Context: an optimization exercise on an open-source flow, tuned for small area. The choices shown serve that exercise and are no tape-out recipe. At most, simulation tests tie the RTL to the original design; equivalence was not proved.

==> run a: inputs <==
==> flow/design.v <==
module osdp_crc16_byte (
    input  wire [15:0] crc_in,
    input  wire [7:0]  data,
    output reg  [15:0] crc_out
);
    integer i;
    always @* begin
        crc_out = crc_in ^ {data, 8'h00};
        for (i = 0; i < 8; i = i + 1) begin
            if (crc_out[15])
                crc_out = {crc_out[14:0], 1'b0} ^ 16'h1021;
            else
                crc_out = {crc_out[14:0], 1'b0};
        end
    end
endmodule
module osdp_frame_core (
    input  wire        clk,
    input  wire        rst,             
    input  wire        rx_valid,
    input  wire [7:0]  rx_data,
    input  wire        rx_error,
    output wire        rx_ready,
    output wire        buf_we,
    output wire [10:0] buf_addr,
    output wire [7:0]  buf_wdata,
    output reg  [7:0]  addr,
    output reg  [15:0] len,
    output reg  [7:0]  ctrl,
    output reg  [7:0]  cmd,
    output reg  [15:0] trailer,
    output wire        crc_mode,
    output reg         valid,
    output wire        poll_ack,
    output wire        frame_ready,
    output wire [2:0]  status,
    output reg         mcause,
    output reg         frame_done,
    output reg         malformed,
    output reg         transport_fault
);
    localparam [7:0]  SOM     = 8'h53;
    localparam [15:0] CRC_SOM = 16'h8B66;
    reg [10:0] idx;        
    reg [7:0]  aux;        
    reg [15:0] crc;
    reg        last;       
    reg        fault;
    reg        held;       
    reg        bad_hdr;    
    assign crc_mode    = ctrl[2];
    assign poll_ack    = !cmd[7] && cmd[6] && (cmd[4:0] == 5'd0);
    assign frame_ready = held;
    assign status      = fault   ? 3'd4 :
                         bad_hdr ? 3'd3 :
                         held    ? {1'b0, !valid, valid} : 3'd0;
    assign rx_ready = !fault;
    wire take  = !rst && !rx_error && rx_valid && !fault;
    wire hunt  = (idx == 11'd0);
    wire som   = (rx_data == SOM);
    assign buf_we    = take && (!hunt || som);
    assign buf_addr  = idx;
    assign buf_wdata = rx_data;
    wire hdr   = (idx[10:3] == 8'd0);
    wire pre5  = hdr && (idx[2:0] < 3'd5);       
    wire at5   = hdr && (idx[2:0] == 3'd5);
    wire [10:0] cy2;                   
    assign cy2[0] = 1'b0;
    assign cy2[1] = 1'b1;
    genvar g;
    generate
        for (g = 2; g < 11; g = g + 1) begin : g_cy
            assign cy2[g] = cy2[g-1] & idx[g-1];
        end
    endgenerate
    wire [10:0] idx1 = {idx[10:1] ^ (cy2[10:1] & {10{idx[0]}}), !idx[0]};
    wire [10:0] idx2 = {idx[10:1] ^ cy2[10:1], idx[0]};
    wire pen   = (idx2 == len[10:0]);            
    wire len_bad = (len[15:3] == 13'd0 && len[2:0] != 3'd7) ||
                   (len > 16'd1440);
    wire len7crc = (len == 16'd7) && ctrl[2];
    wire hdr_bad = len_bad || len7crc;
    wire fin   = take && last;
    wire malf  = take && at5 && hdr_bad;
    wire [15:0] crc_upd;
    osdp_crc16_byte u_crc (
        .crc_in  (crc),
        .data    (rx_data),
        .crc_out (crc_upd)
    );
    wire aux_rx = hunt || (ctrl[2] && !pre5);
    wire [7:0] sum_next = (aux & {8{!aux_rx}}) + rx_data;
    wire crc_match = (crc_upd[7:0] == 8'h00) && (crc_upd[15:8] == aux);
    wire sum_match = (sum_next == 8'h00);
    wire match     = ctrl[2] ? crc_match : sum_match;
    wire [7:0] rxm  = rx_data & {8{!rst}};
    wire [7:0] auxm = aux & {8{!rst}};
    always @(posedge clk) begin
        if (rst || fin || malf)
            idx <= 11'd0;
        else if (buf_we)
            idx <= idx1;
        if (buf_we) begin
            aux <= sum_next;
            if (hunt || pre5 || !pen)
                crc <= hunt ? CRC_SOM : crc_upd;
        end
        if (rst || fin)
            last <= 1'b0;
        else if (take && !hunt && !pre5)
            last <= pen && !hdr_bad;
        if (rst || (take && hdr && idx[2:0] == 3'd1)) addr      <= rxm;
        if (rst || (take && hdr && idx[2:0] == 3'd2)) len[7:0]  <= rxm;
        if (rst || (take && hdr && idx[2:0] == 3'd3)) len[15:8] <= rxm;
        if (rst || (take && hdr && idx[2:0] == 3'd4)) ctrl      <= rxm;
        if (rst || (take && hdr && idx[2:0] == 3'd5)) cmd       <= rxm;
        if (rst || fin) begin
            trailer <= {rxm & {8{ctrl[2]}}, ctrl[2] ? auxm : rxm};
            valid   <= match && !rst;
        end
        if (rst)
            mcause <= 1'b0;
        else if (malf)
            mcause <= !len_bad;
        if (rst)
            fault <= 1'b0;
        else if (rx_error)
            fault <= 1'b1;
        if (rst || (take && hunt && som))
            held <= 1'b0;
        else if (fin)
            held <= 1'b1;
        if (rst || (take && hunt && som))
            bad_hdr <= 1'b0;
        else if (malf)
            bad_hdr <= 1'b1;
        frame_done      <= !rst && fin;
        malformed       <= !rst && malf;
        transport_fault <= !rst && rx_error && !fault;
    end
endmodule
==> flow/flow/run.sh <==
#!/bin/bash
# Standard ORFS layout; the only change is the cell that buffer_ports puts on
# each input and output port (the smallest buffer instead of the default).
set -euo pipefail
export BUFFER_PORTS_ARGS="-buffer_cell sky130_fd_sc_hd__buf_1"
bash standard.sh > standard_flow.log 2>&1
==> flow/standard.sh <==
#!/bin/bash
# synth_recipe.tcl (not shown) runs the flow's synth.tcl, then flattens the netlist and writes it again
# the make line also repeats each setting of config.mk as NAME=value (left out here)
make -C /OpenROAD-flow-scripts/flow DESIGN_CONFIG=/design/flow/config.mk WORK_HOME=/design/flow/orfs CLKGATE_MAP_FILE= SYNTH_SCRIPT=/design/flow/synth_recipe.tcl "${@:-finish}"
==> flow/config.mk <==
export PLATFORM = sky130hd
export DESIGN_NAME = osdp_frame_core
export DESIGN_NICKNAME = osdp_frame_core
export VERILOG_FILES = /design/flow/design.v
export SDC_FILE = /design/flow/constraint.sdc
export NUM_CORES = 4
export LEC_CHECK = 0
export CAP_MARGIN = 20
export CORE_MARGIN = 2
export CORE_UTILIZATION = 40
export CTS_BUF_LIST = sky130_fd_sc_hd__clkbuf_8
export SLEW_MARGIN = 20
==> flow/constraint.sdc <==
create_clock -name core_clock -period 5.0 [get_ports {clk}]
set_input_delay 1.0000 -clock core_clock [delete_from_list [all_inputs] [get_ports {clk}]]
set_output_delay 1.0000 -clock core_clock [all_outputs]
set_load 0.01 [all_outputs]
==> run b (differences from run a) <==
==> flow/design.v, changed modules only <==
module osdp_frame_core (
    input  wire        clk,
    input  wire        rst,             
    input  wire        rx_valid,
    input  wire [7:0]  rx_data,
    input  wire        rx_error,
    output wire        rx_ready,
    output wire        buf_we,
    output wire [10:0] buf_addr,
    output wire [7:0]  buf_wdata,
    output reg  [7:0]  addr,
    output reg  [15:0] len,
    output reg  [7:0]  ctrl,
    output reg  [7:0]  cmd,
    output reg  [15:0] trailer,
    output wire        crc_mode,
    output reg         valid,
    output wire        poll_ack,
    output wire        frame_ready,
    output wire [2:0]  status,
    output reg         mcause,
    output reg         frame_done,
    output reg         malformed,
    output reg         transport_fault
);
    localparam [7:0]  SOM     = 8'h53;
    localparam [15:0] CRC_SOM = 16'h8B66;
    reg [10:0] idx;        
    reg [7:0]  aux;        
    reg [15:0] crc;
    reg        last;       
    reg        fault;
    reg        held;       
    reg        bad_hdr;    
    assign crc_mode    = ctrl[2];
    assign poll_ack    = !cmd[7] && cmd[6] && (cmd[4:0] == 5'd0);
    assign frame_ready = held;
    assign status      = fault   ? 3'd4 :
                         bad_hdr ? 3'd3 :
                         held    ? {1'b0, !valid, valid} : 3'd0;
    assign rx_ready = !fault;
    wire take  = !rst && !rx_error && rx_valid && !fault;
    wire hunt  = (idx == 11'd0);
    wire som   = (rx_data == SOM);
    assign buf_we    = take && (!hunt || som);
    assign buf_addr  = idx;
    assign buf_wdata = rx_data;
    wire hdr   = (idx[10:3] == 8'd0);
    wire pre5  = hdr && (idx[2:0] < 3'd5);       
    wire at5   = hdr && (idx[2:0] == 3'd5);
    wire [10:0] idx1 = idx + 11'd1;
    wire [10:0] idx2 = idx + 11'd2;
    wire pen   = (idx2 == len[10:0]);            
    wire len_bad = (len[15:3] == 13'd0 && len[2:0] != 3'd7) ||
                   (len > 16'd1440);
    wire len7crc = (len == 16'd7) && ctrl[2];
    wire hdr_bad = len_bad || len7crc;
    wire fin   = take && last;
    wire malf  = take && at5 && hdr_bad;
    wire [15:0] crc_upd;
    osdp_crc16_byte u_crc (
        .crc_in  (crc),
        .data    (rx_data),
        .crc_out (crc_upd)
    );
    wire aux_rx = hunt || (ctrl[2] && !pre5);
    wire [7:0] sum_next = (aux & {8{!aux_rx}}) + rx_data;
    wire crc_match = (crc_upd[7:0] == 8'h00) && (crc_upd[15:8] == aux);
    wire sum_match = (sum_next == 8'h00);
    wire match     = ctrl[2] ? crc_match : sum_match;
    always @(posedge clk) begin
        if (rst || fin || malf)
            idx <= 11'd0;
        else if (buf_we)
            idx <= idx1;
        if (buf_we) begin
            aux <= sum_next;
            if (hunt || pre5 || !pen)
                crc <= hunt ? CRC_SOM : crc_upd;
        end
        if (rst || fin)
            last <= 1'b0;
        else if (take && !hunt && !pre5)
            last <= pen && !hdr_bad;
        if (rst) begin
            addr <= 8'h00;
            len  <= 16'h0000;
            ctrl <= 8'h00;
            cmd  <= 8'h00;
        end else if (take && hdr) begin
            case (idx[2:0])
                3'd1: addr      <= rx_data;
                3'd2: len[7:0]  <= rx_data;
                3'd3: len[15:8] <= rx_data;
                3'd4: ctrl      <= rx_data;
                3'd5: cmd       <= rx_data;
                default: ;
            endcase
        end
        if (rst) begin
            trailer <= 16'h0000;
            valid   <= 1'b0;
        end else if (fin) begin
            trailer <= ctrl[2] ? {rx_data, aux} : {8'h00, rx_data};
            valid   <= match;
        end
        if (rst)
            mcause <= 1'b0;
        else if (malf)
            mcause <= !len_bad;
        if (rst)
            fault <= 1'b0;
        else if (rx_error)
            fault <= 1'b1;
        if (rst || (take && hunt && som))
            held <= 1'b0;
        else if (fin)
            held <= 1'b1;
        if (rst || (take && hunt && som))
            bad_hdr <= 1'b0;
        else if (malf)
            bad_hdr <= 1'b1;
        frame_done      <= !rst && fin;
        malformed       <= !rst && malf;
        transport_fault <= !rst && rx_error && !fault;
    end
endmodule
- CTS_BUF_LIST: sky130_fd_sc_hd__clkbuf_8 -> unset
==> run c (differences from run a) <==
==> flow/design.v, changed modules only <==
module osdp_crc16_byte (
    input  wire [15:0] crc_in,
    input  wire [7:0]  data,
    output wire [15:0] crc_out,
    output wire [7:0]  x
);
    assign x = crc_in[15:8] ^ data;
    wire [7:0] y = {x[7:4], x[3:0] ^ x[7:4]};
    assign crc_out = {crc_in[7:0], 8'h00} ^ {y[3:0], 12'h000} ^ {3'b000, y, 5'b00000} ^ {8'h00, y};
endmodule
module osdp_frame_core (
    input  wire        clk,
    input  wire        rst,             
    input  wire        rx_valid,
    input  wire [7:0]  rx_data,
    input  wire        rx_error,
    output wire        rx_ready,
    output wire        buf_we,
    output wire [10:0] buf_addr,
    output wire [7:0]  buf_wdata,
    output reg  [7:0]  addr,
    output reg  [15:0] len,
    output reg  [7:0]  ctrl,
    output reg  [7:0]  cmd,
    output reg  [15:0] trailer,
    output wire        crc_mode,
    output reg         valid,
    output wire        poll_ack,
    output wire        frame_ready,
    output wire [2:0]  status,
    output reg         mcause,
    output wire        frame_done,
    output wire        malformed,
    output wire        transport_fault
);
    localparam [7:0]  SOM     = 8'h53;
    localparam [15:0] CRC_SOM = 16'h8B66;
    reg [10:0] idx;        
    reg [7:0]  aux;        
    reg [15:0] crc;
    reg        last;       
    reg        fault;
    reg        held;       
    reg        bad_hdr;    
    reg        pulse;      
    assign frame_done      = pulse && held && !fault;
    assign malformed       = pulse && bad_hdr && !fault;
    assign transport_fault = pulse && fault;
    assign crc_mode    = ctrl[2];
    assign poll_ack    = !cmd[7] && cmd[6] && (cmd[4:0] == 5'd0);
    assign frame_ready = held;
    assign status      = fault   ? 3'd4 :
                         bad_hdr ? 3'd3 :
                         held    ? {1'b0, !valid, valid} : 3'd0;
    assign rx_ready = !fault;
    wire take  = !rst && !rx_error && rx_valid && !fault;
    wire hunt  = (idx == 11'd0);
    wire som   = (rx_data == SOM);
    assign buf_we    = take && (!hunt || som);
    assign buf_addr  = idx;
    assign buf_wdata = rx_data;
    wire hdr   = (idx[10:3] == 8'd0);
    wire pre5  = hdr && (idx[2:0] < 3'd5);       
    wire at5   = hdr && (idx[2:0] == 3'd5);
    wire [10:0] cy2;                   
    assign cy2[0] = 1'b0;
    assign cy2[1] = 1'b1;
    genvar g;
    generate
        for (g = 2; g < 11; g = g + 1) begin : g_cy
            assign cy2[g] = cy2[g-1] & idx[g-1];
        end
    endgenerate
    wire [10:0] idx1 = {idx[10:1] ^ (cy2[10:1] & {10{idx[0]}}), !idx[0]};
    wire [10:0] idx2 = {idx[10:1] ^ cy2[10:1], idx[0]};
    wire pen   = (idx2 == len[10:0]);            
    wire len_bad = (len[15:3] == 13'd0 && len[2:0] != 3'd7) ||
                   (len > 16'd1440);
    wire len7crc = (len == 16'd7) && ctrl[2];
    wire hdr_bad = len_bad || len7crc;
    wire fin   = take && last;
    wire malf  = take && at5 && hdr_bad;
    wire [15:0] crc_upd;
    wire [7:0]  crc_x;
    osdp_crc16_byte u_crc (
        .crc_in  (crc),
        .data    (rx_data),
        .crc_out (crc_upd),
        .x       (crc_x)
    );
    wire aux_rx = hunt || (ctrl[2] && !pre5);
    wire [7:0] sum_a = aux & {8{!aux_rx}};
    wire [8:0] sum_c;
    wire [7:0] sum_next;
    assign sum_c[0] = 1'b0;
    genvar k;
    generate
        for (k = 0; k < 8; k = k + 1) begin : g_sum
            assign sum_next[k] = sum_a[k] ^ rx_data[k] ^ sum_c[k];
            assign sum_c[k+1]  = (sum_a[k] & rx_data[k]) | (sum_a[k] & sum_c[k]) |
                                 (rx_data[k] & sum_c[k]);
        end
    endgenerate
    wire crc_match = (crc_x == 8'h00) && (crc[7:0] == aux);
    wire sum_match = (sum_next == 8'h00);
    wire match     = ctrl[2] ? crc_match : sum_match;
    wire [7:0] rxm  = rx_data & {8{!rst}};
    wire       crc_keep = ctrl[2] && !rst;
    always @(posedge clk) begin
        if (rst || fin || malf)
            idx <= 11'd0;
        else if (buf_we)
            idx <= idx1;
        if (buf_we) begin
            aux <= sum_next;
            if (hunt || pre5 || !pen)
                crc <= hunt ? CRC_SOM : crc_upd;
        end
        if (rst || fin)
            last <= 1'b0;
        else if (take && !hunt && !pre5)
            last <= pen && !hdr_bad;
        if (rst || (take && hdr && idx[2:0] == 3'd1)) addr      <= rxm;
        if (rst || (take && hdr && idx[2:0] == 3'd2)) len[7:0]  <= rxm;
        if (rst || (take && hdr && idx[2:0] == 3'd3)) len[15:8] <= rxm;
        if (rst || (take && hdr && idx[2:0] == 3'd4)) ctrl      <= rxm;
        if (rst || (take && hdr && idx[2:0] == 3'd5)) cmd       <= rxm;
        if (rst || fin) begin
            trailer <= {rxm & {8{ctrl[2]}}, crc_keep ? aux : rxm};
            valid   <= match && !rst;
        end
        if (rst)
            mcause <= 1'b0;
        else if (malf)
            mcause <= !len_bad;
        if (rst)
            fault <= 1'b0;
        else if (rx_error)
            fault <= 1'b1;
        if (rst || (take && hunt && som))
            held <= 1'b0;
        else if (fin)
            held <= 1'b1;
        if (rst || (take && hunt && som))
            bad_hdr <= 1'b0;
        else if (malf)
            bad_hdr <= 1'b1;
        pulse <= !rst && (fin || malf || (rx_error && !fault));
    end
endmodule
==> flow/flow/run.sh (replaced) <==
#!/bin/bash
# The standard ORFS layout (standard.sh, standard synthesis unchanged) with
# three layout settings passed through the environment:
#  * buffer_ports puts the smallest buffer (buf_1) on each input and output port;
#  * clock tree built from clkbuf_8 cells, without dummy loads;
#  * after global routing, non-critical cells are downsized (RECOVER_POWER).
# The whole make run's output is kept in standard_flow.log; ORFS keeps each
# step's log under orfs/logs/.
set -euo pipefail
export BUFFER_PORTS_ARGS="-buffer_cell sky130_fd_sc_hd__buf_1"
export CTS_ARGS="-sink_clustering_enable -repair_clock_nets -sink_clustering_size 25 -buf_list sky130_fd_sc_hd__clkbuf_8 -dont_use_dummy_load"
export RECOVER_POWER=100
bash standard.sh > standard_flow.log 2>&1
- CORE_AREA: unset -> 2 2 113.055 113.055
- CORE_MARGIN: 2 -> unset
- CORE_UTILIZATION: 40 -> unset
- CTS_BUF_LIST: sky130_fd_sc_hd__clkbuf_8 -> unset
- DIE_AREA: unset -> 0 0 115.055 115.055
==> run d (differences from run a) <==
==> flow/design.v, changed modules only <==
module osdp_crc16_byte (
    input  wire [15:0] crc_in,
    input  wire [7:0]  data,
    output wire [15:0] crc_out,
    output wire [7:0]  x
);
    assign x = crc_in[15:8] ^ data;
    wire [7:0] y = {x[7:4], x[3:0] ^ x[7:4]};
    assign crc_out = {crc_in[7:0], 8'h00} ^ {y[3:0], 12'h000} ^ {3'b000, y, 5'b00000} ^ {8'h00, y};
endmodule
module osdp_frame_core (
    input  wire        clk,
    input  wire        rst,             
    input  wire        rx_valid,
    input  wire [7:0]  rx_data,
    input  wire        rx_error,
    output wire        rx_ready,
    output wire        buf_we,
    output wire [10:0] buf_addr,
    output wire [7:0]  buf_wdata,
    output reg  [7:0]  addr,
    output reg  [15:0] len,
    output reg  [7:0]  ctrl,
    output reg  [7:0]  cmd,
    output reg  [15:0] trailer,
    output wire        crc_mode,
    output reg         valid,
    output wire        poll_ack,
    output wire        frame_ready,
    output wire [2:0]  status,
    output reg         mcause,
    output wire        frame_done,
    output wire        malformed,
    output wire        transport_fault
);
    localparam [7:0]  SOM     = 8'h53;
    localparam [15:0] CRC_SOM = 16'h8B66;
    reg [10:0] idx;        
    reg [7:0]  aux;        
    reg [15:0] crc;
    reg        last;       
    reg        fault;
    reg        held;       
    reg        bad_hdr;    
    reg        pulse;      
    assign frame_done      = pulse && held && !fault;
    assign malformed       = pulse && bad_hdr && !fault;
    assign transport_fault = pulse && fault;
    assign crc_mode    = ctrl[2];
    assign poll_ack    = !cmd[7] && cmd[6] && (cmd[4:0] == 5'd0);
    assign frame_ready = held;
    assign status      = fault   ? 3'd4 :
                         bad_hdr ? 3'd3 :
                         held    ? {1'b0, !valid, valid} : 3'd0;
    assign rx_ready = !fault;
    wire take  = !rst && !rx_error && rx_valid && !fault;
    wire hunt  = (idx == 11'd0);
    wire som   = (rx_data == SOM);
    assign buf_we    = take && (!hunt || som);
    assign buf_addr  = idx;
    assign buf_wdata = rx_data;
    wire hdr   = (idx[10:3] == 8'd0);
    wire pre5  = hdr && (idx[2:0] < 3'd5);       
    wire at5   = hdr && (idx[2:0] == 3'd5);
    wire [10:0] cy2;                   
    assign cy2[0] = 1'b0;
    assign cy2[1] = 1'b1;
    genvar g;
    generate
        for (g = 2; g < 11; g = g + 1) begin : g_cy
            assign cy2[g] = cy2[g-1] & idx[g-1];
        end
    endgenerate
    wire [10:0] idx1 = {idx[10:1] ^ (cy2[10:1] & {10{idx[0]}}), !idx[0]};
    wire [10:0] idx2 = {idx[10:1] ^ cy2[10:1], idx[0]};
    wire pen   = (idx2 == len[10:0]);            
    wire len_bad = (len[15:3] == 13'd0 && len[2:0] != 3'd7) ||
                   (len > 16'd1440);
    wire len7crc = (len == 16'd7) && ctrl[2];
    wire hdr_bad = len_bad || len7crc;
    wire fin   = take && last;
    wire malf  = take && at5 && hdr_bad;
    wire [15:0] crc_upd;
    wire [7:0]  crc_x;
    osdp_crc16_byte u_crc (
        .crc_in  (crc),
        .data    (rx_data),
        .crc_out (crc_upd),
        .x       (crc_x)
    );
    wire aux_rx = hunt || (ctrl[2] && !pre5);
    wire [7:0] sum_next = (aux & {8{!aux_rx}}) + rx_data;
    wire crc_match = (crc_x == 8'h00) && (crc[7:0] == aux);
    wire sum_match = (sum_next == 8'h00);
    wire match     = ctrl[2] ? crc_match : sum_match;
    wire [7:0] rxm  = rx_data & {8{!rst}};
    wire [7:0] auxm = aux & {8{!rst}};
    always @(posedge clk) begin
        if (rst || fin || malf)
            idx <= 11'd0;
        else if (buf_we)
            idx <= idx1;
        if (buf_we) begin
            aux <= sum_next;
            if (hunt || pre5 || !pen)
                crc <= hunt ? CRC_SOM : crc_upd;
        end
        if (rst || fin)
            last <= 1'b0;
        else if (take && !hunt && !pre5)
            last <= pen && !hdr_bad;
        if (rst || (take && hdr && idx[2:0] == 3'd1)) addr      <= rxm;
        if (rst || (take && hdr && idx[2:0] == 3'd2)) len[7:0]  <= rxm;
        if (rst || (take && hdr && idx[2:0] == 3'd3)) len[15:8] <= rxm;
        if (rst || (take && hdr && idx[2:0] == 3'd4)) ctrl      <= rxm;
        if (rst || (take && hdr && idx[2:0] == 3'd5)) cmd       <= rxm;
        if (rst || fin) begin
            trailer <= {rxm & {8{ctrl[2]}}, ctrl[2] ? auxm : rxm};
            valid   <= match && !rst;
        end
        if (rst)
            mcause <= 1'b0;
        else if (malf)
            mcause <= !len_bad;
        if (rst)
            fault <= 1'b0;
        else if (rx_error)
            fault <= 1'b1;
        if (rst || (take && hunt && som))
            held <= 1'b0;
        else if (fin)
            held <= 1'b1;
        if (rst || (take && hunt && som))
            bad_hdr <= 1'b0;
        else if (malf)
            bad_hdr <= 1'b1;
        pulse <= !rst && (fin || malf || (rx_error && !fault));
    end
endmodule
==> flow/flow/run.sh (replaced) <==
#!/bin/bash
# The standard ORFS layout (standard.sh, standard synthesis unchanged) with
# three layout settings passed through the environment:
#  * buffer_ports puts the smallest buffer (buf_1) on each input and output port;
#  * clock tree built from clkbuf_8 cells, without dummy loads;
#  * after global routing, non-critical cells are downsized (RECOVER_POWER).
# The whole make run's output is kept in standard_flow.log; ORFS keeps each
# step's log under orfs/logs/.
set -euo pipefail
export BUFFER_PORTS_ARGS="-buffer_cell sky130_fd_sc_hd__buf_1"
export CTS_ARGS="-sink_clustering_enable -repair_clock_nets -sink_clustering_size 25 -buf_list sky130_fd_sc_hd__clkbuf_8 -dont_use_dummy_load"
export RECOVER_POWER=100
bash standard.sh > standard_flow.log 2>&1
- CTS_BUF_LIST: sky130_fd_sc_hd__clkbuf_8 -> unset
==> results.cfg <==
[detailed_routing]
routed_wl_um = 14000

[grt]
grt_pass1_wl_um = 21900
grt_pass1_vias = 4105

[run_status]
status = timing/DRC/antenna clean

[yosys]
synth-compound-area-share_pct = 7.90
synthFlopType = dfxtp_1
synth-simple-area-share_pct = 21.5

[critical_path]
arrival_ns = 4.08
worstReg2RegEnd = valid

[cts]
path_clk_slew_ns = 0.07
the above is filed under run b

==> results.cfg <==
[grt]
grt_pass1_vias = 3101
grt_pass1_wl_um = 17500

[detailed_routing]
routed_wl_um = 11500

[run_status]
status = timing/DRC/antenna clean

[cells_and_area]
num-nonclk-buffers = 103

[yosys]
synthFlopType = edfxtp_1
synthTopCellsByCount = 81 x edfxtp_1, 43 x nor2_1, 36 x xnor2_1
synth-simple-area-share_pct = 15.8
netlist_area_sq_um = 4820
synth-compound-area-share_pct = 5.56

[cts]
path_clk_slew_ns = 0.09

[critical_path]
arrival_ns = 4.32
worstReg2RegEnd = valid
the above is filed under run d

==> results.cfg <==
[hold_path]
hold_depth = 2

[cts]
clock_latency_ns = 0.38

[critical_path]
worstReg2RegEnd = valid
critical_path.top_delay_family = adder cells
arrival_ns = 4.86

[detailed_routing]
routed_wl_um = 11900

[yosys]
synthFlopType = edfxtp_1
synth-simple-area-share_pct = 14.6
synth-compound-area-share_pct = 6.19

[run_status]
status = timing/DRC/antenna clean

[grt]
grt_pass1_vias = 3185
the above is filed under run c

==> results.cfg <==
[run_status]
status = timing/DRC/antenna clean

[cts]
path_clk_slew_ns = 0.10
cts_hold_buf = 0

[critical_path]
worstReg2RegEnd = valid
arrival_ns = 4.05

[cells_and_area]
n_clock_buffer = 9
seq_cell_count = 100
nNetsFinal = 519

[grt]
grt_pass1_wl_um = 17800
grt_pass1_vias = 3171

[hold_path]
hold_depth = 2

[sta]
period_needed_ns = 3.82

[yosys]
synthAdderAreaFrac_pct = 5.83
synthFlopType = edfxtp_1
synth-simple-area-share_pct = 14.5

[detailed_routing]
routed_wl_um = 11300
the above is filed under run a

No functional check of the RTL was part of run a, run c and run d.

re-timing with driven ports:
In the flow no input, the clock included, has a driving cell. The finished layouts below were timed again as built, in two steps. Step 1: set_driving_cell puts a clkbuf_16 on clk and a buf_2 on each other input, an assumption about the parent block. Step 2 moves the port delays by t, midway between the first and last clock arrival at a register: inputs arrive t later, outputs are due t later. That takes back most of the time a late clock gives input paths. Three values: ideal, step 1, step 2; two values: the first two.
run	t, ns	setup slack, ns	worst setup path after step 2
run a	0.421	1.176 / 1.176 / 1.176	register to register
run b	0.391	1.180 / 1.180 / 1.180	register to register
run c	0.396	0.253 / 0.253 / 0.253	register to register
run d	0.406	0.842 / 0.842 / 0.842	register to register
After both steps every run listed still meets setup and hold.
